This is an optimization exercise on Yosys and OpenROAD, whose aim is small area, a short achievable clock period and few clock cycles, not a production implementation.
In this exercise RTL edits were held to simulation tests only and were not proved equivalent to the original.

==> trial 20 <==
## hpd_decoder
module hpd_decoder (
    input  wire        clk,
    input  wire        rst,
    input  wire        tbl_we,
    input  wire [4:0]  tbl_addr,
    input  wire [15:0] tbl_code,
    input  wire [4:0]  tbl_len,
    input  wire [7:0]  tbl_op,
    input  wire        start,
    input  wire [15:0] total_bits,
    input  wire [4:0]  est_bits,
    input  wire [13:0] bail_terms,
    input  wire [13:0] bail_ops,
    output wire        idle,
    output reg         done,
    input  wire        in_valid,
    input  wire [7:0]  in_data,
    output wire        in_ready,
    output reg         op_valid,
    output wire [7:0]  op_data,
    input  wire        op_ready
);
Settings: LEC_CHECK=0, CAP_MARGIN=20, CORE_MARGIN=2, CORE_UTILIZATION=40, PLACE_DENSITY=0.6, SLEW_MARGIN=20; clock period 8.0 ns.
run.sh (not shown) runs the stock make flow with config.mk's settings and CLKGATE_MAP_FILE= SYNTH_SCRIPT=/design/flow/synth_recipe.tcl, a recipe that flattens the netlist after the stock synthesis.
==> build 38 (differences from trial 20) <==
==> flow/design.v (replaced) <==
module hpd_decoder (
    input  wire        clk,
    input  wire        rst,
    input  wire        tbl_we,
    input  wire [4:0]  tbl_addr,
    input  wire [15:0] tbl_code,
    input  wire [4:0]  tbl_len,
    input  wire [7:0]  tbl_op,
    input  wire        start,
    input  wire [15:0] total_bits,
    input  wire [4:0]  est_bits,
    input  wire [13:0] bail_terms,
    input  wire [13:0] bail_ops,
    output wire        idle,
    output reg         done,
    input  wire        in_valid,
    input  wire [7:0]  in_data,
    output wire        in_ready,
    output reg         op_valid,
    output wire [7:0]  op_data,
    input  wire        op_ready
);
    localparam NCODES = 32;
    integer i, j, k;
    genvar  gi, gb;
    reg [16:0] t_v  [0:NCODES-1];
    reg [7:0]  t_op [0:NCODES-1];
    reg run;
    assign idle = !run;
    wire        w_ok = (tbl_len != 5'd0) && (tbl_len <= 5'd16) &&
                       ((tbl_code >> tbl_len) == 16'd0);
    wire [16:0] w_sh = {tbl_code, 1'b1} << (5'd16 - tbl_len);
    wire [16:0] w_v  = w_ok ? w_sh : 17'd0;
    always @(posedge clk) begin
        if (tbl_we && idle) begin
            t_v[tbl_addr]  <= w_v;
            t_op[tbl_addr] <= tbl_op;
        end
    end
    reg [31:0] bb;           
    reg [5:0]  bcnt;         
    reg        slow;         
    reg [15:0] pw1, pw0;     
    wire [15:0] win = bb[31:16];
    wire [15:0] w1  = slow ? pw1 : win;
    wire [15:0] w0  = slow ? pw0 : ~win;
    wire [NCODES-1:0] match;
    wire [15:0]       emask [0:NCODES-1];
    generate
        for (gi = 0; gi < NCODES; gi = gi + 1) begin : g_ent
            wire [16:0] v = t_v[gi];
            wire [15:0] m;
            assign m[0] = v[0];
            for (gb = 1; gb < 16; gb = gb + 1) begin : g_pfx
                assign m[gb] = m[gb-1] | v[gb];
            end
            wire [15:0] ok = ~m | (v[16:1] & w1) | (~v[16:1] & w0);
            assign match[gi] = m[15] & (&ok);
            assign emask[gi] = m;
        end
    endgenerate
    reg [15:0] mmin;
    always @(*) begin
        mmin = 16'hFFFF;
        for (i = 0; i < NCODES; i = i + 1)
            mmin = mmin & (emask[i] | {16{~match[i]}});
    end
    reg [NCODES:0] lower;
    always @(*) begin
        lower[0] = 1'b0;
        for (i = 0; i < NCODES; i = i + 1)
            lower[i+1] = lower[i] | match[i];
    end
    wire [NCODES-1:0] sel = match & ~lower[NCODES-1:0];
    reg  [7:0] sel_op;
    always @(*) begin
        sel_op = 8'd0;
        for (i = 0; i < NCODES; i = i + 1)
            sel_op = sel_op | ({8{sel[i]}} & t_op[i]);
    end
    wire       any_m    = lower[NCODES];
    wire       conflict = |(match & lower[NCODES-1:0]);
    wire [7:0] dec_op   = any_m ? sel_op : 8'hFF;
    wire       dec_ff   = &dec_op;
    reg [16:0] rem;          
    reg [4:0]  p_est;
    reg [13:0] nops;
    reg [13:0] tleft;        
    reg [13:0] oleft;        
    reg        opass;        
    reg        stop_a;       
    reg        evd;          
    reg        ffd;          
    reg [7:0]  op_reg;
    assign op_data = op_reg;
    wire t_hit = (tleft == 14'd0) || (tleft == 14'd1 && evd && ffd);
    wire bail  = opass && t_hit;
    wire stop  = stop_a || bail;
    wire out_free = !op_valid || op_ready;
    wire fire     = run && !stop && !slow && (bcnt >= 6'd16) && out_free;
    wire settle   = (fire && !conflict) || slow;
    assign in_ready = run && (bcnt <= 6'd24);
    wire take = in_ready && in_valid;
    wire [16:1] oh;
    generate
        for (gi = 1; gi < 16; gi = gi + 1) begin : g_oh
            assign oh[gi] = mmin[16-gi] && !mmin[15-gi];
        end
    endgenerate
    assign oh[16] = mmin[0];
    wire [31:0] bfill = take ? (bb | ({in_data, 24'd0} >> bcnt)) : bb;
    wire [5:0]  cfill = take ? bcnt + 6'd8 : bcnt;
    reg  [31:0] bshift;
    reg  [5:0]  cshift;
    always @(*) begin
        bshift = 32'd0;
        cshift = 6'd0;
        for (k = 1; k < 17; k = k + 1) begin
            for (j = 0; j < 32; j = j + 1)
                if (j >= k) bshift[j] = bshift[j] | (oh[k] & bfill[j-k]);
            cshift = cshift | ({6{oh[k]}} & (cfill - k[5:0]));
        end
    end
    wire [16:0] rem_n   = rem - {12'd0, p_est};
    wire        bud_end = rem_n[16] || (rem_n == 17'd0);
    wire [13:0] nops_n  = nops + 14'd1;
    always @(posedge clk) begin
        if (rst) begin
            run      <= 1'b0;
            done     <= 1'b0;
            op_valid <= 1'b0;
            slow     <= 1'b0;
            evd      <= 1'b0;
        end else begin
            done <= 1'b0;
            slow <= fire && conflict;
            evd  <= settle;
            if (settle)
                op_valid <= 1'b1;
            else if (op_ready)
                op_valid <= 1'b0;
            if (!run) begin
                if (start) run <= 1'b1;
            end else if (stop && !slow && (!op_valid || op_ready)) begin
                run  <= 1'b0;
                done <= 1'b1;
            end
        end
    end
    always @(posedge clk) begin
        ffd <= dec_ff;
        pw1 <= win & mmin;
        pw0 <= ~win & mmin;
        if (fire || slow) op_reg <= dec_op;
        if (!run) begin
            bb   <= 32'd0;
            bcnt <= 6'd0;
        end else begin
            bb   <= fire ? bshift : bfill;
            bcnt <= fire ? cshift : cfill;
        end
        if (!run) begin
            if (start) begin
                rem    <= {1'b0, total_bits};
                p_est  <= est_bits;
                nops   <= 14'd0;
                tleft  <= bail_terms;
                oleft  <= bail_ops;
                opass  <= 1'b0;
                stop_a <= (total_bits == 16'd0);
            end
        end else begin
            if (evd && ffd && tleft != 14'd0) tleft <= tleft - 14'd1;
            if (fire) begin
                rem    <= rem_n;
                nops   <= nops_n;
                if (oleft != 14'd0) oleft <= oleft - 14'd1;
                opass  <= opass || (oleft == 14'd0);
                stop_a <= bud_end || nops_n[13];
            end
        end
    end
endmodule
CORE_UTILIZATION = 30   (was 40)
PLACE_DENSITY = 0.45   (was 0.6)
SETUP_SLACK_MARGIN = 4.0   (was default)
==> flow_summary.ini <==
[critical_path]
reg2reg_to = bcnt[5]

[placed_design]
place_congestion = 1.14
hpwl_um = 206000

[outcome]
run_status = no timing/DRC/antenna violations

[cells_and_area]
buf_share_pct = 5.63
diodes = 26

[timing]
slew_headroom_pct = 12.5

[logic_synthesis]
synth-edff-count = 912

[global_routing]
grt_max_degree = 61
-- figures above: trial 20

==> flow_summary.ini <==
[critical_path]
reg2reg_to = bcnt[4]

[cells_and_area]
diodes = 62
buf_share_pct = 13.7

[timing]
slew_headroom_pct = 18.3

[outcome]
run_status = no timing/DRC/antenna violations

[placed_design]
dpl.cell_count = 9710
hpwl_um = 362000
place_congestion = 1.08

[logic_synthesis]
yosysTopAreaCellShare_pct = 40.1

[global_routing]
grt_max_degree = 56
-- figures above: build 38

Testbench counts of trial 20, summed over its fixed seeds: cycles 124,523.
Testbench counts of build 38, summed over its fixed seeds: cycles 124,523.

## what the ideal ports hide
The results above use ideal ports. As a check the final layouts listed here were re-extracted and re-timed, cells and wires unchanged.
Step 1 assumes that a clkbuf_16 drives the clock port and a buf_2 every other input.
Step 2 times the ports against the registers' clock, not the clock port: input delays grow and output delays shrink by t, the midpoint of the rising clock arrivals with the driver on.
Three values: ideal ports, drivers, drivers and shift; two values: the first two.
| run | shift t [ns] | setup slack, ns | hold slack, ns | slew at the worst register clock pin (ns) | pins driven straight from the clock port |
|---|---|---|---|---|---|
| trial 20 | 0.859 | 0.249 / 0.249 / 0.249 | 0.584 / 0.584 / 0.584 | 0.07 / 0.07 | 1 |
| build 38 | 0.921 | 2.194 / 2.194 / 2.194 | 0.559 / 0.559 / 0.559 | 0.08 / 0.08 | 1 |
After both steps setup and hold are still met in every run listed.
